From an optimization exercise on the open Yosys and OpenROAD flow, aimed at small area, a short achievable clock period and few clock cycles per item; shortcuts taken in it are not production practice.
Function was not checked in any run shown here: the RTL went through the layout flow alone.
Power is estimated from default activity; no workload was simulated.

==> flow/run.sh <==
#!/bin/bash
# synth_recipe.tcl (not shown) runs the flow's synth.tcl, then flattens the netlist and writes it again
# the make line also repeats each setting of config.mk as NAME=value (left out here)
make -C /OpenROAD-flow-scripts/flow DESIGN_CONFIG=/design/flow/config.mk WORK_HOME=/design/flow/orfs CLKGATE_MAP_FILE= SYNTH_SCRIPT=/design/flow/synth_recipe.tcl finish
==> flow/config.mk <==
export PLATFORM = sky130hd
export DESIGN_NAME = bitcrush_core
export DESIGN_NICKNAME = bitcrush_core
export VERILOG_FILES = /design/flow/design.v
export SDC_FILE = /design/flow/constraint.sdc
export NUM_CORES = 4
export LEC_CHECK = 0
export CAP_MARGIN = 20
export CORE_MARGIN = 2
export CORE_UTILIZATION = 40
export SLEW_MARGIN = 20
export SYNTH_MEMORY_MAX_BITS = 8192
==> flow/constraint.sdc <==
create_clock -name core_clock -period 12.0 [get_ports {clk}]
set_input_delay 2.4000 -clock core_clock [delete_from_list [all_inputs] [get_ports {clk}]]
set_output_delay 2.4000 -clock core_clock [all_outputs]
set_load 0.01 [all_outputs]
==> flow/design.v <==
module bitcrush_levels_rom (
    input  wire [8:0]  drive,
    output reg  [15:0] lvl_m
);
    always @(*) begin
        case (drive)
            9'd0: lvl_m = 16'd65535;
            9'd1: lvl_m = 16'd65524;
            9'd2: lvl_m = 16'd65493;
            9'd3: lvl_m = 16'd65441;
            9'd4: lvl_m = 16'd65368;
            9'd5: lvl_m = 16'd65275;
            9'd6: lvl_m = 16'd65161;
            9'd7: lvl_m = 16'd65027;
            9'd8: lvl_m = 16'd64872;
            9'd9: lvl_m = 16'd64698;
            9'd10: lvl_m = 16'd64503;
            9'd11: lvl_m = 16'd64288;
            9'd12: lvl_m = 16'd64054;
            9'd13: lvl_m = 16'd63801;
            9'd14: lvl_m = 16'd63528;
            9'd15: lvl_m = 16'd63236;
            9'd16: lvl_m = 16'd62926;
            9'd17: lvl_m = 16'd62598;
            9'd18: lvl_m = 16'd62251;
            9'd19: lvl_m = 16'd61887;
            9'd20: lvl_m = 16'd61505;
            9'd21: lvl_m = 16'd61106;
            9'd22: lvl_m = 16'd60691;
            9'd23: lvl_m = 16'd60259;
            9'd24: lvl_m = 16'd59811;
            9'd25: lvl_m = 16'd59348;
            9'd26: lvl_m = 16'd58870;
            9'd27: lvl_m = 16'd58377;
            9'd28: lvl_m = 16'd57870;
            9'd29: lvl_m = 16'd57349;
            9'd30: lvl_m = 16'd56814;
            9'd31: lvl_m = 16'd56267;
            9'd32: lvl_m = 16'd55708;
            9'd33: lvl_m = 16'd55136;
            9'd34: lvl_m = 16'd54553;
            9'd35: lvl_m = 16'd53959;
            9'd36: lvl_m = 16'd53355;
            9'd37: lvl_m = 16'd52740;
            9'd38: lvl_m = 16'd52117;
            9'd39: lvl_m = 16'd51484;
            9'd40: lvl_m = 16'd50842;
            9'd41: lvl_m = 16'd50193;
            9'd42: lvl_m = 16'd49537;
            9'd43: lvl_m = 16'd48873;
            9'd44: lvl_m = 16'd48203;
            9'd45: lvl_m = 16'd47527;
            9'd46: lvl_m = 16'd46846;
            9'd47: lvl_m = 16'd46160;
            9'd48: lvl_m = 16'd45469;
            9'd49: lvl_m = 16'd44775;
            9'd50: lvl_m = 16'd44077;
            9'd51: lvl_m = 16'd43377;
            9'd52: lvl_m = 16'd42673;
            9'd53: lvl_m = 16'd41969;
            9'd54: lvl_m = 16'd41262;
            9'd55: lvl_m = 16'd40555;
            9'd56: lvl_m = 16'd39847;
            9'd57: lvl_m = 16'd39139;
            9'd58: lvl_m = 16'd38431;
            9'd59: lvl_m = 16'd37724;
            9'd60: lvl_m = 16'd37019;
            9'd61: lvl_m = 16'd36315;
            9'd62: lvl_m = 16'd35613;
            9'd63: lvl_m = 16'd34914;
            9'd64: lvl_m = 16'd34217;
            9'd65: lvl_m = 16'd33524;
            9'd66: lvl_m = 16'd32834;
            9'd67: lvl_m = 16'd32149;
            9'd68: lvl_m = 16'd31468;
            9'd69: lvl_m = 16'd30791;
            9'd70: lvl_m = 16'd30119;
            9'd71: lvl_m = 16'd29453;
            9'd72: lvl_m = 16'd28792;
            9'd73: lvl_m = 16'd28138;
            9'd74: lvl_m = 16'd27489;
            9'd75: lvl_m = 16'd26847;
            9'd76: lvl_m = 16'd26211;
            9'd77: lvl_m = 16'd25583;
            9'd78: lvl_m = 16'd24961;
            9'd79: lvl_m = 16'd24347;
            9'd80: lvl_m = 16'd23741;
            9'd81: lvl_m = 16'd23142;
            9'd82: lvl_m = 16'd22551;
            9'd83: lvl_m = 16'd21968;
            9'd84: lvl_m = 16'd21394;
            9'd85: lvl_m = 16'd20828;
            9'd86: lvl_m = 16'd20270;
            9'd87: lvl_m = 16'd19722;
            9'd88: lvl_m = 16'd19181;
            9'd89: lvl_m = 16'd18650;
            9'd90: lvl_m = 16'd18128;
            9'd91: lvl_m = 16'd17615;
            9'd92: lvl_m = 16'd17111;
            9'd93: lvl_m = 16'd16616;
            9'd94: lvl_m = 16'd16130;
            9'd95: lvl_m = 16'd15654;
            9'd96: lvl_m = 16'd15186;
            9'd97: lvl_m = 16'd14728;
            9'd98: lvl_m = 16'd14280;
            9'd99: lvl_m = 16'd13840;
            9'd100: lvl_m = 16'd13410;
            9'd101: lvl_m = 16'd12989;
            9'd102: lvl_m = 16'd12577;
            9'd103: lvl_m = 16'd12175;
            9'd104: lvl_m = 16'd11781;
            9'd105: lvl_m = 16'd11397;
            9'd106: lvl_m = 16'd11022;
            9'd107: lvl_m = 16'd10656;
            9'd108: lvl_m = 16'd10298;
            9'd109: lvl_m = 16'd9950;
            9'd110: lvl_m = 16'd9610;
            9'd111: lvl_m = 16'd9279;
            9'd112: lvl_m = 16'd8956;
            9'd113: lvl_m = 16'd8642;
            9'd114: lvl_m = 16'd8336;
            9'd115: lvl_m = 16'd8039;
            9'd116: lvl_m = 16'd7749;
            9'd117: lvl_m = 16'd7468;
            9'd118: lvl_m = 16'd7195;
            9'd119: lvl_m = 16'd6929;
            9'd120: lvl_m = 16'd6671;
            9'd121: lvl_m = 16'd6421;
            9'd122: lvl_m = 16'd6178;
            9'd123: lvl_m = 16'd5943;
            9'd124: lvl_m = 16'd5714;
            9'd125: lvl_m = 16'd5493;
            9'd126: lvl_m = 16'd5278;
            9'd127: lvl_m = 16'd5071;
            9'd128: lvl_m = 16'd4869;
            9'd129: lvl_m = 16'd4675;
            9'd130: lvl_m = 16'd4487;
            9'd131: lvl_m = 16'd4305;
            9'd132: lvl_m = 16'd4129;
            9'd133: lvl_m = 16'd3959;
            9'd134: lvl_m = 16'd3794;
            9'd135: lvl_m = 16'd3636;
            9'd136: lvl_m = 16'd3483;
            9'd137: lvl_m = 16'd3335;
            9'd138: lvl_m = 16'd3193;
            9'd139: lvl_m = 16'd3055;
            9'd140: lvl_m = 16'd2923;
            9'd141: lvl_m = 16'd2795;
            9'd142: lvl_m = 16'd2673;
            9'd143: lvl_m = 16'd2554;
            9'd144: lvl_m = 16'd2441;
            9'd145: lvl_m = 16'd2331;
            9'd146: lvl_m = 16'd2226;
            9'd147: lvl_m = 16'd2125;
            9'd148: lvl_m = 16'd2028;
            9'd149: lvl_m = 16'd1934;
            9'd150: lvl_m = 16'd1844;
            9'd151: lvl_m = 16'd1758;
            9'd152: lvl_m = 16'd1676;
            9'd153: lvl_m = 16'd1597;
            9'd154: lvl_m = 16'd1521;
            9'd155: lvl_m = 16'd1448;
            9'd156: lvl_m = 16'd1378;
            9'd157: lvl_m = 16'd1311;
            9'd158: lvl_m = 16'd1247;
            9'd159: lvl_m = 16'd1186;
            9'd160: lvl_m = 16'd1127;
            9'd161: lvl_m = 16'd1071;
            9'd162: lvl_m = 16'd1018;
            9'd163: lvl_m = 16'd966;
            9'd164: lvl_m = 16'd918;
            9'd165: lvl_m = 16'd871;
            9'd166: lvl_m = 16'd826;
            9'd167: lvl_m = 16'd784;
            9'd168: lvl_m = 16'd743;
            9'd169: lvl_m = 16'd704;
            9'd170: lvl_m = 16'd667;
            9'd171: lvl_m = 16'd632;
            9'd172: lvl_m = 16'd598;
            9'd173: lvl_m = 16'd567;
            9'd174: lvl_m = 16'd536;
            9'd175: lvl_m = 16'd507;
            9'd176: lvl_m = 16'd480;
            9'd177: lvl_m = 16'd453;
            9'd178: lvl_m = 16'd428;
            9'd179: lvl_m = 16'd405;
            9'd180: lvl_m = 16'd382;
            9'd181: lvl_m = 16'd361;
            9'd182: lvl_m = 16'd341;
            9'd183: lvl_m = 16'd321;
            9'd184: lvl_m = 16'd303;
            9'd185: lvl_m = 16'd286;
            9'd186: lvl_m = 16'd269;
            9'd187: lvl_m = 16'd254;
            9'd188: lvl_m = 16'd239;
            9'd189: lvl_m = 16'd225;
            9'd190: lvl_m = 16'd212;
            9'd191: lvl_m = 16'd199;
            9'd192: lvl_m = 16'd188;
            9'd193: lvl_m = 16'd176;
            9'd194: lvl_m = 16'd166;
            9'd195: lvl_m = 16'd156;
            9'd196: lvl_m = 16'd146;
            9'd197: lvl_m = 16'd137;
            9'd198: lvl_m = 16'd129;
            9'd199: lvl_m = 16'd121;
            9'd200: lvl_m = 16'd113;
            9'd201: lvl_m = 16'd106;
            9'd202: lvl_m = 16'd100;
            9'd203: lvl_m = 16'd93;
            9'd204: lvl_m = 16'd87;
            9'd205: lvl_m = 16'd82;
            9'd206: lvl_m = 16'd77;
            9'd207: lvl_m = 16'd72;
            9'd208: lvl_m = 16'd67;
            9'd209: lvl_m = 16'd63;
            9'd210: lvl_m = 16'd58;
            9'd211: lvl_m = 16'd55;
            9'd212: lvl_m = 16'd51;
            9'd213: lvl_m = 16'd48;
            9'd214: lvl_m = 16'd44;
            9'd215: lvl_m = 16'd41;
            9'd216: lvl_m = 16'd38;
            9'd217: lvl_m = 16'd36;
            9'd218: lvl_m = 16'd33;
            9'd219: lvl_m = 16'd31;
            9'd220: lvl_m = 16'd29;
            9'd221: lvl_m = 16'd27;
            9'd222: lvl_m = 16'd25;
            9'd223: lvl_m = 16'd23;
            9'd224: lvl_m = 16'd21;
            9'd225: lvl_m = 16'd20;
            9'd226: lvl_m = 16'd18;
            9'd227: lvl_m = 16'd17;
            9'd228: lvl_m = 16'd16;
            9'd229: lvl_m = 16'd14;
            9'd230: lvl_m = 16'd13;
            9'd231: lvl_m = 16'd12;
            9'd232: lvl_m = 16'd11;
            9'd233: lvl_m = 16'd10;
            9'd234: lvl_m = 16'd10;
            9'd235: lvl_m = 16'd9;
            9'd236: lvl_m = 16'd8;
            9'd237: lvl_m = 16'd7;
            9'd238: lvl_m = 16'd7;
            9'd239: lvl_m = 16'd6;
            9'd240: lvl_m = 16'd6;
            9'd241: lvl_m = 16'd5;
            9'd242: lvl_m = 16'd5;
            9'd243: lvl_m = 16'd4;
            9'd244: lvl_m = 16'd4;
            9'd245: lvl_m = 16'd3;
            9'd246: lvl_m = 16'd3;
            9'd247: lvl_m = 16'd3;
            9'd248: lvl_m = 16'd2;
            9'd249: lvl_m = 16'd2;
            9'd250: lvl_m = 16'd2;
            9'd251: lvl_m = 16'd1;
            9'd252: lvl_m = 16'd1;
            9'd253: lvl_m = 16'd1;
            9'd254: lvl_m = 16'd1;
            9'd255: lvl_m = 16'd1;
            9'd256: lvl_m = 16'd1;
            default: lvl_m = 16'd1;
        endcase
    end
endmodule
module bitcrush_core (
    input  wire        clk,
    input  wire        rst,
    input  wire        cmd_valid,
    output reg         cmd_ready,
    input  wire [31:0] cmd_data,
    output reg         rsp_valid,
    output wire [31:0] rsp_data
);
    localparam [1:0] K_SAMP = 2'd0, K_ACK = 2'd1, K_ILL = 2'd2, K_GET = 2'd3;
    reg         in_v;
    reg  [3:0]  in_op;
    reg         in_rz;        
    reg  [15:0] in_dat;
    reg  [8:0]  drive_r;
    reg  [9:0]  gain_r;
    reg  [4:0]  fm1_r;        
    reg  [15:0] m_cur;        
    reg  [15:0] held_s;       
    reg  [15:0] held_m;       
    reg  [4:0]  cnt;
    reg         dirty;        
    reg  [5:0]  rep_front;
    reg  [6:0]  out_cnt;
    wire [15:0] data   = in_dat;
    wire        dz     = (data == 16'd0);
    wire        is_samp = in_rz && (in_op == 4'h1);
    wire        is_sd   = in_rz && (in_op == 4'h2);
    wire        is_sg   = in_rz && (in_op == 4'h3);
    wire        is_gd   = in_rz && (in_op == 4'h4) && dz;
    wire        is_gg   = in_rz && (in_op == 4'h5) && dz;
    wire        is_nop  = in_rz && (in_op == 4'h0) && dz;
    wire        latch    = (cnt >= fm1_r);
    wire        need_job = is_samp && (latch || dirty);
    wire        need_rec = !is_samp || need_job;
    wire [1:0]  rec_kind = is_samp ? K_SAMP :
                           (is_gd || is_gg) ? K_GET :
                           (is_nop || is_sd || is_sg) ? K_ACK : K_ILL;
    wire [8:0]  drive_new = data[15] ? 9'd0  : (data > 16'd256) ? 9'd256  : data[8:0];
    wire [9:0]  gain_new  = data[15] ? 10'd0 : (data > 16'd512) ? 10'd512 : data[9:0];
    wire [17:0] dsq       = drive_new * drive_new;
    wire [22:0] dsq31     = {dsq, 5'd0} - {5'd0, dsq};
    wire [15:0] lvl_new;
    bitcrush_levels_rom u_rom (.drive(drive_new), .lvl_m(lvl_new));
    reg         v1, v2, v3, v4, v5;
    reg  [1:0]  k1, k2, k3, k4, k5;
    reg  [5:0]  p1, p2, p3, p4, p5;
    reg  [1:0]  i1, i2, i3, i4;
    reg  [15:0] s1;
    reg         sp1;
    reg  [15:0] m1;
    reg  [9:0]  g1;
    reg  [17:0] a1;
    reg  [15:0] u2;
    reg         n2;
    reg  [11:0] g2;
    reg         gp2;
    reg  [18:0] a2;
    reg  [15:0] m2;
    reg  [15:0] r3, x3, m3;
    reg         n3, z3;
    reg  [15:0] r4, x4, m4;
    reg         n4, z4;
    reg  [15:0] val5;
    reg  [15:0] cur_v;
    reg  [3:0]  rsp_hi;
    reg  [15:0] rsp_lo;
    assign rsp_data = {rsp_hi, 12'd0, rsp_lo};
    wire done1 = v1 && (k1 != K_SAMP || i1 == 2'd3);
    wire done2 = v2 && (k2 != K_SAMP || i2 == 2'd3);
    wire done3 = v3 && (k3 != K_SAMP || i3 == 2'd3);
    wire done4 = v4 && (k4 != K_SAMP || i4 == 2'd3);
    wire pop5  = v5 && (p5 == 6'd0);
    wire take5 = !v5 || pop5;
    wire xf4   = done4 && take5;
    wire take4 = !v4 || xf4;
    wire xf3   = done3 && take4;
    wire take3 = !v3 || xf3;
    wire xf2   = done2 && take3;
    wire take2 = !v2 || xf2;
    wire xf1   = done1 && take2;
    wire take1 = !v1 || xf1;
    wire consume = in_v && (!need_rec || take1);
    wire load1   = in_v && need_rec && take1;
    wire any_rec = v1 | v2 | v3 | v4 | v5;
    wire h5 = v5;
    wire h4 = v4 && !v5;
    wire h3 = v3 && !v4 && !v5;
    wire h2 = v2 && !v3 && !v4 && !v5;
    wire h1 = v1 && !v2 && !v3 && !v4 && !v5;
    wire d5 = h5 && (p5 != 6'd0);
    wire d4 = h4 && (p4 != 6'd0);
    wire d3 = h3 && (p3 != 6'd0);
    wire d2 = h2 && (p2 != 6'd0);
    wire d1 = h1 && (p1 != 6'd0);
    wire df = !any_rec && (rep_front != 6'd0);
    wire emit_rep = d1 | d2 | d3 | d4 | d5 | df;
    wire emit     = emit_rep | pop5;
    wire       acc_in   = cmd_valid && cmd_ready;
    wire [4:0] cnt_nx   = (consume && is_samp) ? (latch ? 5'd0 : cnt + 5'd1) : cnt;
    wire [4:0] fm1_nx   = (consume && is_sd) ? dsq31[20:16] : fm1_r;
    wire       dirty_nx = (consume && is_sg) ? 1'b1 : (consume && need_job) ? 1'b0 : dirty;
    wire       pred_job = (cnt_nx >= fm1_nx) || dirty_nx;
    wire       in_samp  = (cmd_data[31:16] == 16'h1000);
    wire       in_v_nx  = acc_in || (in_v && !consume);
    wire       nrec_nx  = acc_in ? (!in_samp || pred_job) : need_rec;
    wire       v1_nx    = load1 || (v1 && !xf1);
    wire [6:0] out_nx   = out_cnt + {6'd0, acc_in} - {6'd0, emit};
    function [2:0] booth;    
        input [2:0] b;
        case (b)
            3'b000, 3'b111: booth = 3'b000;
            3'b001, 3'b010: booth = 3'b001;
            3'b011:         booth = 3'b010;
            3'b100:         booth = 3'b110;
            default:        booth = 3'b101;    
        endcase
    endfunction
    wire [2:0]  bd10 = booth({s1[1:0], sp1});
    wire [2:0]  bd11 = booth(s1[3:1]);
    wire [16:0] pp10 = bd10[0] ? {1'b0, m1} : bd10[1] ? {m1, 1'b0} : 17'd0;
    wire [16:0] pp11 = bd11[0] ? {1'b0, m1} : bd11[1] ? {m1, 1'b0} : 17'd0;
    wire [18:0] t10  = {a1[17], a1} + ({19{bd10[2]}} ^ {2'b0, pp10}) + {18'd0, bd10[2]};
    wire [17:0] a10  = {t10[18], t10[18:2]};
    wire [18:0] t11  = {a10[17], a10} + ({19{bd11[2]}} ^ {2'b0, pp11}) + {18'd0, bd11[2]};
    wire [17:0] a11  = {t11[18], t11[18:2]};
    wire        kneg = a11[17];
    wire [15:0] u_in = {a11[14:0], t11[1]} ^ {16{kneg}};
    wire        c_in = t11[0] ^ kneg;
    wire [2:0]  bd20 = booth({g2[1:0], gp2});
    wire [2:0]  bd21 = booth(g2[3:1]);
    wire [16:0] pp20 = bd20[0] ? {1'b0, u2} : bd20[1] ? {u2, 1'b0} : 17'd0;
    wire [16:0] pp21 = bd21[0] ? {1'b0, u2} : bd21[1] ? {u2, 1'b0} : 17'd0;
    wire [19:0] t20  = {a2[18], a2} + ({20{bd20[2]}} ^ {3'b0, pp20}) + {19'd0, bd20[2]};
    wire [18:0] a20  = {t20[19], t20[19:2]};
    wire [19:0] t21  = {a20[18], a20} + ({20{bd21[2]}} ^ {3'b0, pp21}) + {19'd0, bd21[2]};
    wire [18:0] a21  = {t21[19], t21[19:2]};
    wire [24:0] kg   = {a2[12:0], g2};
    wire [26:0] mq   = {4'd0, m2, 7'd0};
    wire [26:0] tx   = (n2 ? (27'd0 - mq) : mq) - {2'd0, kg};
    wire [32:0] xp   = {1'b0, kg, 7'd0} + {{14{tx[26]}}, tx[26:8]};
    wire [16:0] r30 = {r3, x3[15]};
    wire [16:0] d30 = r30 - {1'b0, m3};
    wire        q30 = !d30[16];
    wire [15:0] r31i = q30 ? d30[15:0] : r30[15:0];
    wire [16:0] r31 = {r31i, x3[14]};
    wire [16:0] d31 = r31 - {1'b0, m3};
    wire        q31 = !d31[16];
    wire [15:0] r3n = q31 ? d31[15:0] : r31[15:0];
    wire [15:0] x3n = {x3[13:0], q30, q31};
    wire [16:0] r40 = {r4, x4[15]};
    wire [16:0] d40 = r40 - {1'b0, m4};
    wire        q40 = !d40[16];
    wire [15:0] r41i = q40 ? d40[15:0] : r40[15:0];
    wire [16:0] r41 = {r41i, x4[14]};
    wire [16:0] d41 = r41 - {1'b0, m4};
    wire        q41 = !d41[16];
    wire [15:0] r4n = q41 ? d41[15:0] : r41[15:0];
    wire [15:0] x4n = {x4[13:0], q40, q41};
    reg  [15:0] vfin;
    always @(*) begin
        if (z4)
            vfin = 16'd0;
        else if (!n4)
            vfin = x4n[15] ? 16'h7FFF : x4n;
        else
            vfin = (x4n[15] || (&x4n[14:0])) ? 16'h8000 : ~x4n;
    end
    always @(posedge clk) begin
        if (acc_in) begin
            in_op  <= cmd_data[31:28];
            in_rz  <= (cmd_data[27:16] == 12'd0);
            in_dat <= cmd_data[15:0];
        end
        if (consume) begin
            if (is_samp) begin
                if (latch) begin
                    cnt    <= 5'd0;
                    held_s <= data;
                    held_m <= m_cur;
                end else begin
                    cnt    <= cnt + 5'd1;
                end
            end
            if (is_sd) begin
                drive_r <= drive_new;
                fm1_r   <= dsq31[20:16];
                m_cur   <= lvl_new;
            end
            if (is_sg)
                gain_r <= gain_new;
        end
        dirty <= dirty_nx;
        if (load1) begin
            s1  <= (is_samp && latch) ? data : held_s;
            sp1 <= 1'b0;
            m1  <= is_samp ? (latch ? m_cur : held_m) : (is_gd ? {7'd0, drive_r} : {6'd0, gain_r});
            g1  <= gain_r;
            a1  <= 18'd0;
            i1  <= 2'd0;
            k1  <= rec_kind;
        end else if (v1 && !done1) begin
            s1  <= {4'd0, s1[15:4]};
            sp1 <= s1[3];
            a1  <= a11;
            i1  <= i1 + 2'd1;
        end
        if (xf1) begin
            u2  <= u_in;
            n2  <= kneg;
            g2  <= {2'd0, g1};
            gp2 <= 1'b0;
            a2  <= c_in ? {9'd0, g1} : 19'd0;
            m2  <= m1;
            i2  <= 2'd0;
            k2  <= k1;
        end else if (v2 && !done2) begin
            g2  <= {t21[1:0], t20[1:0], g2[11:4]};
            gp2 <= g2[3];
            a2  <= a21;
            i2  <= i2 + 2'd1;
        end
        if (xf2) begin
            r3 <= xp[31:16];
            x3 <= xp[15:0];
            z3 <= xp[32];
            n3 <= n2;
            m3 <= m2;
            i3 <= 2'd0;
            k3 <= k2;
        end else if (v3 && !done3) begin
            r3 <= r3n;
            x3 <= x3n;
            i3 <= i3 + 2'd1;
        end
        if (xf3) begin
            r4 <= r3n;
            x4 <= x3n;
            z4 <= z3;
            n4 <= n3;
            m4 <= m3;
            i4 <= 2'd0;
            k4 <= k3;
        end else if (v4 && !done4) begin
            r4 <= r4n;
            x4 <= x4n;
            i4 <= i4 + 2'd1;
        end
        if (xf4) begin
            val5 <= (k4 == K_SAMP) ? vfin : m4;
            k5   <= k4;
        end
        if (load1)   p1 <= rep_front - {5'd0, df};
        else if (d1) p1 <= p1 - 6'd1;
        if (xf1)     p2 <= p1 - {5'd0, d1};
        else if (d2) p2 <= p2 - 6'd1;
        if (xf2)     p3 <= p2 - {5'd0, d2};
        else if (d3) p3 <= p3 - 6'd1;
        if (xf3)     p4 <= p3 - {5'd0, d3};
        else if (d4) p4 <= p4 - 6'd1;
        if (xf4)     p5 <= p4 - {5'd0, d4};
        else if (d5) p5 <= p5 - 6'd1;
        if (emit) begin
            if (emit_rep) begin
                rsp_hi <= 4'b0001;
                rsp_lo <= cur_v;
            end else begin
                case (k5)
                    K_SAMP:  begin rsp_hi <= 4'b0001; rsp_lo <= val5;  end
                    K_GET:   begin rsp_hi <= 4'b0010; rsp_lo <= val5;  end
                    K_ACK:   begin rsp_hi <= 4'b0000; rsp_lo <= 16'd0; end
                    default: begin rsp_hi <= 4'b1111; rsp_lo <= 16'd0; end
                endcase
            end
        end
        if (pop5 && k5 == K_SAMP)
            cur_v <= val5;
        if (rst) begin
            in_v      <= 1'b0;
            cmd_ready <= 1'b0;
            v1 <= 1'b0; v2 <= 1'b0; v3 <= 1'b0; v4 <= 1'b0; v5 <= 1'b0;
            rsp_valid <= 1'b0;
            rep_front <= 6'd0;
            out_cnt   <= 7'd0;
            drive_r   <= 9'd128;
            gain_r    <= 10'd256;
            fm1_r     <= 5'd7;
            m_cur     <= 16'd4869;
            held_s    <= 16'd0;
            held_m    <= 16'd1;
            cnt       <= 5'd0;
            dirty     <= 1'b0;
            cur_v     <= 16'd0;
        end else begin
            in_v      <= in_v_nx;
            cmd_ready <= (!in_v_nx || !nrec_nx || !v1_nx) && (out_nx <= 7'd60);
            v1 <= v1_nx;
            v2 <= xf1 || (v2 && !xf2);
            v3 <= xf2 || (v3 && !xf3);
            v4 <= xf3 || (v4 && !xf4);
            v5 <= xf4 || (v5 && !pop5);
            rsp_valid <= emit;
            rep_front <= load1 ? 6'd0 :
                         rep_front + {5'd0, consume && !need_rec} - {5'd0, df};
            out_cnt   <= out_nx;
        end
    end
endmodule
==> results of run 1 <==
critical path: cells and delay by family (launching register included):
kind,cells,cell delay [ps]
fa+ha+maj,7,2800
simple gates,10,2300
compound gates,11,2030
buf+inv,7,1450
flops,1,710
xor+xnor,2,280
mux,1,280
area by class of cell:
cell class / instances / area (um^2) / share of cell area, %
multi-input combinational: 3321 / 22190 / 56.07
sequential: 443 / 11860 / 29.97
tap: 1165 / 1458 / 3.684
clock buffer: 62 / 1410 / 3.563
timing repair buffer: 139 / 1189 / 3.004
inverter: 262 / 985.9 / 2.492
clock inverter: 34 / 478.0 / 1.208
antenna: 1 / 2.502 / 0.006324
cell usage after synthesis, types with 16 or more instances:
library cell	number	area share (%)
sky130_fd_sc_hd__and2_1	26	0.45
sky130_fd_sc_hd__o21bai_1	21	0.44
sky130_fd_sc_hd__o221ai_1	29	0.71
sky130_fd_sc_hd__a21o_1	45	0.94
sky130_fd_sc_hd__fa_1	43	2.4
sky130_fd_sc_hd__mux2_2	26	0.82
sky130_fd_sc_hd__dfxtp_1	144	8.0
sky130_fd_sc_hd__a31oi_1	55	0.96
sky130_fd_sc_hd__a21oi_1	348	4.9
sky130_fd_sc_hd__nand2_1	535	5.6
sky130_fd_sc_hd__o21a_1	46	0.96
sky130_fd_sc_hd__nand3b_1	20	0.42
sky130_fd_sc_hd__or3_1	33	0.58
sky130_fd_sc_hd__clkbuf_1	160	1.7
sky130_fd_sc_hd__mux2i_1	51	1.4
sky130_fd_sc_hd__o21ai_0	295	4.1
sky130_fd_sc_hd__nand4_1	19	0.33
sky130_fd_sc_hd__o31ai_1	29	0.61
sky130_fd_sc_hd__buf_2	31	0.43
sky130_fd_sc_hd__nor2b_1	44	0.77
sky130_fd_sc_hd__and3_1	28	0.49
sky130_fd_sc_hd__nor3_1	113	1.6
sky130_fd_sc_hd__nand2b_1	43	0.75
sky130_fd_sc_hd__o22ai_1	37	0.65
sky130_fd_sc_hd__o211ai_1	35	0.73
sky130_fd_sc_hd__inv_1	257	2.7
sky130_fd_sc_hd__xnor2_1	159	3.9
sky130_fd_sc_hd__buf_1	17	0.18
sky130_fd_sc_hd__a22oi_1	66	1.4
sky130_fd_sc_hd__nor4_1	22	0.38
sky130_fd_sc_hd__a211oi_1	45	0.94
sky130_fd_sc_hd__a221oi_1	16	0.39
sky130_fd_sc_hd__buf_4	16	0.33
sky130_fd_sc_hd__nor2_1	313	3.3
sky130_fd_sc_hd__nand3_1	98	1.4
sky130_fd_sc_hd__edfxtp_1	299	25
sky130_fd_sc_hd__xor2_1	146	3.6
sky130_fd_sc_hd__or2_2	19	0.33
sky130_fd_sc_hd__ha_1	289	10
layer usage:
layer	global-route usage [%]	vias to the layer above	part of all wire [%]	routed length, um
li1	-	15243	-	-
met1	32.16	15134	42	48450
met2	40.90	1205	46	53390
met3	4.319	327	7.3	8440
met4	10.64	0	4.7	5393
met5	0	-	0	0
how the worst min path moves through the flow:
stage | slack [ps] | depth (start not counted) | to | from
2_1_floorplan | 400 | 0 | n4 | n3
3_5_place_dp | 430 | 0 | k5[1] | k4[1]
6_report | 440 | 0 | k5[1] | k4[1]
3_3_place_gp | 430 | 0 | k5[1] | k4[1]
5_1_grt | 460 | 0 | k3[0] | k2[0]
4_1_cts | 440 | 0 | k5[1] | k4[1]
kinds of logic after synthesis:
family                     Yosys count  synth area share, %
and+or+nand+nor                   1360                17.48
DFF                                443                33.07
xor gates and xnor gates           307                7.556
buffers and inverters              491                5.526
muxes                               77                2.240
other                                2              0.02094
AOI/OAI and AO/OA                 1219                21.54
adders and majority gates          335                12.57
through the flow:
| stage | worst slack, ps | power (mW) | hold slack (ps) | utilization, % |
|---|---|---|---|---|
| 4_1_cts | 2174 | 7.009 | 443.9 | 44.60 |
| 6_report | 2038 | 6.971 | 439.1 | 44.64 |
| 2_1_floorplan | 3117 | 4.464 | 400.3 | - |
| 3_5_place_dp | 2207 | 5.246 | 432.2 | 42.47 |
| 3_3_place_gp | 2394 | 5.219 | 431.2 | 42.47 |
| 5_1_grt | 1460 | 7.466 | 461.7 | 44.64 |
power groups by stage:
stage / logic (mW) / clock network, mW / registers [mW]
CTS: 3.17 / 1.77 / 2.07
global placement: 3.12 / 0 / 2.10
detailed placement: 3.14 / 0 / 2.10
floorplan: 2.41 / 0 / 2.05
global route: 3.55 / 1.83 / 2.09
finish: 3.17 / 1.74 / 2.07
==> impl_summary.log, run 1 <==
INFO  metric status = no timing/DRC/antenna violations
INFO  metric crit_path_start = in_dat[2]
INFO  metric initial_utilization = ~40%
INFO  metric largest_register_ff_count = 18
INFO  metric required = about 13000 ps
INFO  metric cts_max_path_buffers = 3
INFO  metric report.final.setup_viol = 0
INFO  metric grt.total_usage = between 20 and 25%
INFO  metric tritoncts.num_buffers = slightly above 50
INFO  metric top_flop_regs = a2: 18 flops, a1: 17 flops
INFO  metric final_min_period = around 10000 ps
INFO  metric worst_slew_pin_slew = 1081 ps
INFO  metric vias_in_the_first_global_route = around 31000
INFO  metric yosys_most_used_dff = sky130_fd_sc_hd__edfxtp_1
INFO  metric post_synth_inst_count = 4234
INFO  metric grt_start_max_net_pins = 63
INFO  metric drt_first_pass_iters = 6
INFO  metric achievable-frequency = ~100 MHz
INFO  metric boundaryPins = 69
INFO  metric post-place-cells = 5329
INFO  metric critPathKind = flop to flop
INFO  metric cellPowerDensity = between 150 and 200 nW/um^2
INFO  metric htree_num_levels = 2
INFO  metric cts_resized = 0
INFO  metric vias = about 32000
INFO  metric worst_ep_arrival_time = approximately 10000 ps
INFO  metric slew_violations = 0
INFO  metric final-instance-count-excl-fill = around 5400
INFO  metric drcViolationCount = 0
INFO  metric n_fill_cell = slightly below 9000
INFO  metric flow.area_growth_from_synthesis = 10.33%
INFO  metric skew = 56.88 ps
INFO  metric total_switching_power = about 2.7 mW
INFO  metric rsz_0062_raised_after_global_routing = no
INFO  metric final_antenna_net_count = 0
INFO  metric timing.final.hold_violations = 0
INFO  metric synth.cell_area = around 36000 um^2
INFO  metric period_share = between 80% and 90%
INFO  metric mostFrequentLayoutCells = sky130_fd_sc_hd__nand2_1, sky130_fd_sc_hd__a21oi_1, sky130_fd_sc_hd__nor2_1
INFO  metric cap_violations = 0
INFO  metric clk-insertion-delay-late = 640 ps
INFO  metric hold_buf_cts = 0
INFO  metric postPlaceCellArea = about 38000 um^2
INFO  metric sequential_to_total_area_share_from_yosys_stat = between 30% and 40%
INFO  metric switching_fraction_of_total_power = 38.06%
INFO  metric worstSetupStartpointType = flop
INFO  metric floorplan.die_area = between 90000 and 100000 um^2
INFO  metric internal-power = 4.318 mW
INFO  metric hpwl = between 80000 and 90000 um
INFO  metric yosys_warnings = 2
INFO  metric hp-class = flop to flop
INFO  metric mostFrequentLayoutCell = sky130_fd_sc_hd__nand2_1
INFO  metric timing.critical_path.slowest_cell_delay = around 710 ps
INFO  metric port-buffer-count = 56
INFO  metric setup_tns = 0 ps
INFO  metric synth_enable_flop_cells = 299
INFO  metric maxSlewHeadroom = between 20% and 30%
INFO  metric seq_power_share = between 20% and 30%
INFO  metric worst-r2r-setup-slack = between 2000 and 2500 ps
INFO  metric p_leak = 15.59 nW
INFO  metric final_layout_size_suffix_gt1_share = approximately 6.3%
INFO  metric die-height = between 300 and 400 um
INFO  metric path_clk_slew = around 80 ps
INFO  metric routabilityCongestion = approximately 1.1
INFO  metric die_w = between 300 and 400 um
INFO  metric crit_path_end = cmd_ready
INFO  metric critical-path-top-cell-by-count = sky130_fd_sc_hd__fa_1
INFO  metric routed_wire_length_per_instance = 21.32 um
INFO  metric wirelength = about 120000 um
INFO  metric grt_antenna_before_repair = 1
INFO  metric synth_cell_types = 100
INFO  metric gr-total-overflow = 0
INFO  metric finish.net_count = between 4000 and 5000
INFO  metric cts_num_sinks = approximately 440
INFO  metric post_synth.cell_area_avg = approximately 8.5 um^2
INFO  metric coreArea = 88650 um^2
INFO  metric synth.ff_latch_count = around 440
INFO  metric worstReg2RegEnd = cmd_ready
INFO  metric row_count = 109
INFO  metric max-vdd-ir-drop = 0.1273 mV
INFO  metric vias_cell = between 5 and 6
INFO  metric power.share.combinational = 45.4%
INFO  metric cts.root.buffer_cell = sky130_fd_sc_hd__clkbuf_16
INFO  metric rr_startpoint = in_dat[2]
INFO  metric largest-register = a2
INFO  metric power.clock.fraction = approximately a quarter
INFO  metric drt_first_iter_violations = between 3000 and 4000
INFO  metric synth-async-reset-ratio = 0%
INFO  metric worstSetupEndpointType = flop
INFO  metric first_pass_grt_wire_length = around 180000 um
INFO  metric post_cts_setup_buffer_count = 0
INFO  metric tritoncts = built
INFO  metric r2r_cells = 38
INFO  metric slowest_stage = sky130_fd_sc_hd__edfxtp_1
INFO  metric cp_max_fo = 27
INFO  metric post-route-cell-area = a little under 40000 um^2
==> inputs of run 2 (changes only) <==
--- a/flow/design.v
+++ b/flow/design.v
@@ -289,2 +289,3 @@
     reg         dirty;        
+    reg         dpend;        
     reg  [5:0]  rep_front;
@@ -307,6 +308,7 @@
     wire [9:0]  gain_new  = data[15] ? 10'd0 : (data > 16'd512) ? 10'd512 : data[9:0];
-    wire [17:0] dsq       = drive_new * drive_new;
+    wire [17:0] dsq       = drive_r * drive_r;
     wire [22:0] dsq31     = {dsq, 5'd0} - {5'd0, dsq};
-    wire [15:0] lvl_new;
-    bitcrush_levels_rom u_rom (.drive(drive_new), .lvl_m(lvl_new));
+    wire [4:0]  fm1_d     = dsq31[20:16];
+    wire [15:0] lvl_d;
+    bitcrush_levels_rom u_rom (.drive(drive_r), .lvl_m(lvl_d));
     reg         v1, v2, v3, v4, v5;
@@ -330,3 +332,4 @@
     reg         n4, z4;
-    reg  [15:0] val5;
+    reg  [15:0] val5;         
+    reg         n5, z5;
     reg  [15:0] cur_v;
@@ -349,4 +352,5 @@
     wire take1 = !v1 || xf1;
-    wire consume = in_v && (!need_rec || take1);
-    wire load1   = in_v && need_rec && take1;
+    wire blk     = is_samp && dpend;
+    wire consume = in_v && !blk && (!need_rec || take1);
+    wire load1   = in_v && !blk && need_rec && take1;
     wire any_rec = v1 | v2 | v3 | v4 | v5;
@@ -366,10 +370,15 @@
     wire       acc_in   = cmd_valid && cmd_ready;
-    wire [4:0] cnt_nx   = (consume && is_samp) ? (latch ? 5'd0 : cnt + 5'd1) : cnt;
-    wire [4:0] fm1_nx   = (consume && is_sd) ? dsq31[20:16] : fm1_r;
-    wire       dirty_nx = (consume && is_sg) ? 1'b1 : (consume && need_job) ? 1'b0 : dirty;
-    wire       pred_job = (cnt_nx >= fm1_nx) || dirty_nx;
+    wire       dirty_c  = is_sg ? 1'b1 : need_job ? 1'b0 : dirty;
+    wire       pj_cons  = dirty_c || (is_samp ? (latch ? (fm1_d == 5'd0) : ({1'b0, cnt} + 6'd1 >= {1'b0, fm1_d}))
+                                               : (cnt >= fm1_d));
+    wire       pj_stay  = dirty || (cnt >= fm1_d);
+    wire       pred_job = consume ? pj_cons : pj_stay;
+    wire       dirty_nx = consume ? dirty_c : dirty;
+    wire       dpend_nx = consume && is_sd;
     wire       in_samp  = (cmd_data[31:16] == 16'h1000);
     wire       in_v_nx  = acc_in || (in_v && !consume);
-    wire       nrec_nx  = acc_in ? (!in_samp || pred_job) : need_rec;
+    wire       samp_nx  = acc_in ? in_samp : is_samp;
+    wire       nrec_nx  = acc_in ? (!in_samp || pred_job) : (need_rec || dpend);
     wire       v1_nx    = load1 || (v1 && !xf1);
+    wire       ok_nx    = !(samp_nx && dpend_nx) && (!nrec_nx || !v1_nx);
     wire [6:0] out_nx   = out_cnt + {6'd0, acc_in} - {6'd0, emit};
@@ -428,8 +437,8 @@
     always @(*) begin
-        if (z4)
+        if (z5)
             vfin = 16'd0;
-        else if (!n4)
-            vfin = x4n[15] ? 16'h7FFF : x4n;
+        else if (!n5)
+            vfin = val5[15] ? 16'h7FFF : val5;
         else
-            vfin = (x4n[15] || (&x4n[14:0])) ? 16'h8000 : ~x4n;
+            vfin = (val5[15] || (&val5[14:0])) ? 16'h8000 : ~val5;
     end
@@ -451,7 +460,4 @@
             end
-            if (is_sd) begin
+            if (is_sd)
                 drive_r <= drive_new;
-                fm1_r   <= dsq31[20:16];
-                m_cur   <= lvl_new;
-            end
             if (is_sg)
@@ -460,2 +466,5 @@
         dirty <= dirty_nx;
+        dpend <= dpend_nx;
+        fm1_r <= fm1_d;
+        m_cur <= lvl_d;
         if (load1) begin
@@ -516,3 +525,5 @@
         if (xf4) begin
-            val5 <= (k4 == K_SAMP) ? vfin : m4;
+            val5 <= (k4 == K_SAMP) ? x4n : m4;
+            n5   <= n4;
+            z5   <= z4;
             k5   <= k4;
@@ -535,3 +546,3 @@
                 case (k5)
-                    K_SAMP:  begin rsp_hi <= 4'b0001; rsp_lo <= val5;  end
+                    K_SAMP:  begin rsp_hi <= 4'b0001; rsp_lo <= vfin;  end
                     K_GET:   begin rsp_hi <= 4'b0010; rsp_lo <= val5;  end
@@ -543,3 +554,3 @@
         if (pop5 && k5 == K_SAMP)
-            cur_v <= val5;
+            cur_v <= vfin;
         if (rst) begin
@@ -559,2 +570,3 @@
             dirty     <= 1'b0;
+            dpend     <= 1'b0;
             cur_v     <= 16'd0;
@@ -562,3 +574,3 @@
             in_v      <= in_v_nx;
-            cmd_ready <= (!in_v_nx || !nrec_nx || !v1_nx) && (out_nx <= 7'd60);
+            cmd_ready <= (!in_v_nx || ok_nx) && (out_cnt <= 7'd58);
             v1 <= v1_nx;
--- a/flow/config.mk
+++ b/flow/config.mk
@@ -10,2 +10,3 @@
 export CORE_UTILIZATION = 40
+export SETUP_SLACK_MARGIN = 5
 export SLEW_MARGIN = 20
==> impl_summary.log, run 2 <==
INFO  metric wirelength = 112200 um (-3.0%)
INFO  metric routabilityCongestion = 0.9670 (-7.9%)
INFO  metric timing.critical_path.slowest_cell_delay = 570 ps (-140 ps)
INFO  metric cp_max_fo = 10 (-63%)
INFO  metric yosys_warnings = 2 (unchanged)
INFO  metric worst_slew_pin_slew = 1091 ps (+9.633 ps)
INFO  metric flow.area_growth_from_synthesis = 12.50%
INFO  metric boundaryPins = 69 (unchanged)
INFO  metric cellPowerDensity = 160.0 nW/um^2 (-9.2%)
INFO  metric coreArea = 89600 um^2 (+1.1%)
INFO  metric period_share = 62.66% (-20 points)
INFO  metric synth_enable_flop_cells = 301 (+0.67%)
INFO  metric slowest_stage = sky130_fd_sc_hd__fa_1
INFO  metric hold_buf_cts = 0 (unchanged)
INFO  metric seqCellArea = 11970 um^2 (+0.92%)
INFO  metric port-buffer-count = 56 (unchanged)
INFO  metric hpwl = 79710 um (-8.3%)
INFO  metric final_min_period = 7519 ps (-2443 ps)
INFO  metric antenna_cells_inserted = 0 (-1)
INFO  metric tritoncts = built
INFO  metric cts_num_sinks = 446 (+0.68%)
INFO  metric clk-insertion-delay-late = 620 ps (-20 ps)
INFO  metric top_flop_regs = a2: 18 flops, a1: 17 flops
INFO  metric grt_start_max_net_pins = 83 (+32%)
INFO  metric cts_max_path_buffers = 3 (unchanged)
INFO  metric worst_ep_arrival_time = 8060 ps (-2430 ps)
INFO  metric report.final.setup_viol = 0 (unchanged)
INFO  metric synth_area_leaders = sky130_fd_sc_hd__edfxtp_1, sky130_fd_sc_hd__ha_1, sky130_fd_sc_hd__dfxtp_1
INFO  metric p_leak = 16.16 nW (+3.7%)
INFO  metric gr-total-overflow = 0 (unchanged)
INFO  metric mostFrequentLayoutCells = sky130_fd_sc_hd__nand2_1, sky130_fd_sc_hd__nor2_1, sky130_fd_sc_hd__a21oi_1
INFO  metric status = no timing/DRC/antenna violations
INFO  metric largest_register_ff_count = 18 (unchanged)
INFO  metric die_w = 304.0 um (+0.19%)
INFO  metric maxSlewHeadroom = 26.99% (-0.48 points)
INFO  metric finish.net_count = 4587 (+0.044%)
INFO  metric grt.total_usage = 23.20% (-1.7 points)
INFO  metric vias_cell = 5.741 (-2.4%)
INFO  metric path_clk_slew = 70 ps (about the same)
INFO  metric initial_utilization = 40.19% (-0.27 points)
INFO  metric drcViolationCount = 0 (unchanged)
INFO  metric worstSetupEndpointType = flop
INFO  metric synth_common_cells = sky130_fd_sc_hd__nand2_1, sky130_fd_sc_hd__nor2_1, sky130_fd_sc_hd__a21oi_1
INFO  metric tritoncts.num_buffers = 49 (-3.9%)
INFO  metric n_fill_cell = 8713 (-0.080%)
INFO  metric setup_tns = 0 ps (unchanged)
INFO  metric post_synth_inst_count = 4203 (-0.73%)
INFO  metric synth-async-reset-ratio = 0% (unchanged)
INFO  metric skew = 45.63 ps (-11.25 ps)
INFO  metric max-vdd-ir-drop = 0.1192 mV (-6.4%)
INFO  metric slew_violations = 0 (unchanged)
INFO  metric synth.cell_area = 36010 um^2 (+0.39%)
INFO  metric critical-path-top-cell-by-count = sky130_fd_sc_hd__fa_1
INFO  metric routed_wire_length_per_instance = 20.70 um (-2.9%)
INFO  metric drt_first_pass_iters = 7 (+1)
INFO  metric hp-class = flop to flop
INFO  metric achievable-frequency = 133.0 MHz (+32%)
INFO  metric yosys_most_used_dff = sky130_fd_sc_hd__edfxtp_1
INFO  metric sequential_to_total_area_share_from_yosys_stat = 33.16% (+0.093 points)
INFO  metric die-height = 304.0 um (+0.19%)
INFO  metric synth_top_area_share = 25.10% (+0.068 points)
INFO  metric synth_cell_types = 91 (-9.0%)
INFO  metric timing.final.hold_violations = 0 (unchanged)
INFO  metric post_synth.cell_area_avg = 8.567 um^2 (+1.1%)
INFO  metric synth.most_common_cell = sky130_fd_sc_hd__nand2_1
INFO  metric critPathKind = flop to flop
INFO  metric cap_violations = 0 (unchanged)
INFO  metric first_pass_grt_wire_length = 171100 um (-4.4%)
INFO  metric floorplan.die_area = 92440 um^2 (+0.39%)
INFO  metric multi_input_comb_area = 22640 um^2 (+2.0%)
INFO  metric mostFrequentLayoutCell = sky130_fd_sc_hd__nand2_1
INFO  metric vias = 31113 (-2.5%)
INFO  metric synth.ff_latch_count = 446 (+0.68%)
INFO  metric rsz_0062_raised_after_global_routing = yes
INFO  metric layout.core_utilization = 45.21% (+0.57 points)
INFO  metric synth.largest_area_cell = sky130_fd_sc_hd__edfxtp_1
INFO  metric grt_antenna_before_repair = 0 (-1)
INFO  metric vias_in_the_first_global_route = 29662 (-3.0%)
INFO  metric final_layout_size_suffix_gt1_share = 8.202% (+1.9 points)
INFO  metric drt_first_iter_violations = 3066 (-0.62%)
INFO  metric worstSetupStartpointType = flop
INFO  metric required = 12540 ps (about the same)
INFO  metric htree_num_levels = 2 (unchanged)
INFO  metric largest-register = a2
INFO  metric row_count = 110 (+0.92%)
INFO  metric final_antenna_net_count = 0 (unchanged)
INFO  metric cts.root.buffer_cell = sky130_fd_sc_hd__clkbuf_16
run 2: logic make-up (layout without fill, tap and decap cells):
| logic type | after synthesis | in the layout | synth area share, % |
|---|---|---|---|
| and+or+nand+nor | 1283 | 1283 | 15.80 |
| AOI/OAI and AO/OA | 1154 | 1154 | 20.13 |
| buffers and inverters | 494 | 523 | 5.320 |
| DFF | 446 | 446 | 33.16 |
| adders and majority gates | 352 | 352 | 13.16 |
| xor gates and xnor gates | 329 | 329 | 8.075 |
| muxes | 144 | 144 | 4.347 |
| other | 1 | 12 | 0.01041 |
run 2: worst max-delay path, delay by kind of cell, from the launching register on:
kind            cells  cell delay [ps]
mux                 1              140
flops               1              380
xor+xnor            2              370
buf+inv             7              720
compound gates      9             1490
fa+ha+maj           7             2900
simple gates       11             1410
run 2: repair_timing:
action	4_1_cts	5_1_grt
cloned	6	3
buffers inserted	39	22
endpoints found under the setup margin	9	36
pin swaps	29	41
hold endpoints to repair	0	0
gates resized for setup	55	49
run 2: layout make-up:
class	count	share of cell area, %
clock inverters	29	0.8988
clock buffers	63	3.206
inverters	258	2.517
multi-input cells	3274	55.89
repair buffers	170	4.272
repair inverters	3	0.03706
well taps	1176	3.632
flip-flops and latches	446	29.55
run 2: final timing paths:
kind / to / cells after the start / start / slack [ps]
max: cmd_ready / 37 / drive_r[2] / 4480
min: z5 / 0 / z4 / 430
max reg2reg: cmd_ready / 37 / drive_r[2] / 4480
min reg2reg: z5 / 0 / z4 / 430
run 2: metal layers:
layer	track usage [%]	routed length, um	vias up
li1	-	-	14989
met1	29.66	46750	14609
met2	38.90	51980	1179
met3	3.440	7669	336
met4	10.12	5756	0
met5	0	0	-
run 2: through the flow:
step / std cells / cell area, um^2 / hold WS (ps) / total power [mW] / worst slack (ps)
finish: 5419 / 40510 / 428.3 / 6.481 / 4481
global route: 5419 / 40510 / 430.6 / 6.878 / 4108
CTS: 5394 / 39990 / 421.2 / 6.499 / 4522
detailed placement: 5257 / 37610 / 406.5 / 4.913 / 3049
global placement: 5257 / 37610 / 411.2 / 4.882 / 3192
floorplan: 4214 / 36300 / 400.3 / 4.128 / 4764
run 2: report_power, final:
part | switching (mW) | leakage [nW] | internal, mW
clock network | 0.669 | 0.801 | 0.886
logic | 1.68 | 11.4 | 1.19
registers | 0.144 | 3.96 | 1.91

-- afterwards: timing with drivers on the ports --
No port has a modelled driver above. Below, the same layouts with a new extraction and two added sets of constraints.
Step 1, drivers: a clkbuf_16 drives clk and a buf_2 each remaining input, both assumed.
Step 2 also shifts input and output timing later by t, the mid clock arrival at the registers, as if the neighbouring blocks saw the same clock.
Slacks: ideal ports / drivers / drivers and shift; pairs: ideal ports / drivers.
run | t, ns | setup slack, ns | worst hold slack (ns) | worst setup path after step 2
run 1 | 0.668 | 2.038 / 2.038 / 2.038 | 0.439 / 0.439 / 0.439 | register to register
run 2 | 0.666 | 4.481 / 4.481 / 4.481 | 0.428 / 0.428 / 0.428 | register to register
After both steps setup and hold are still met in every run listed.
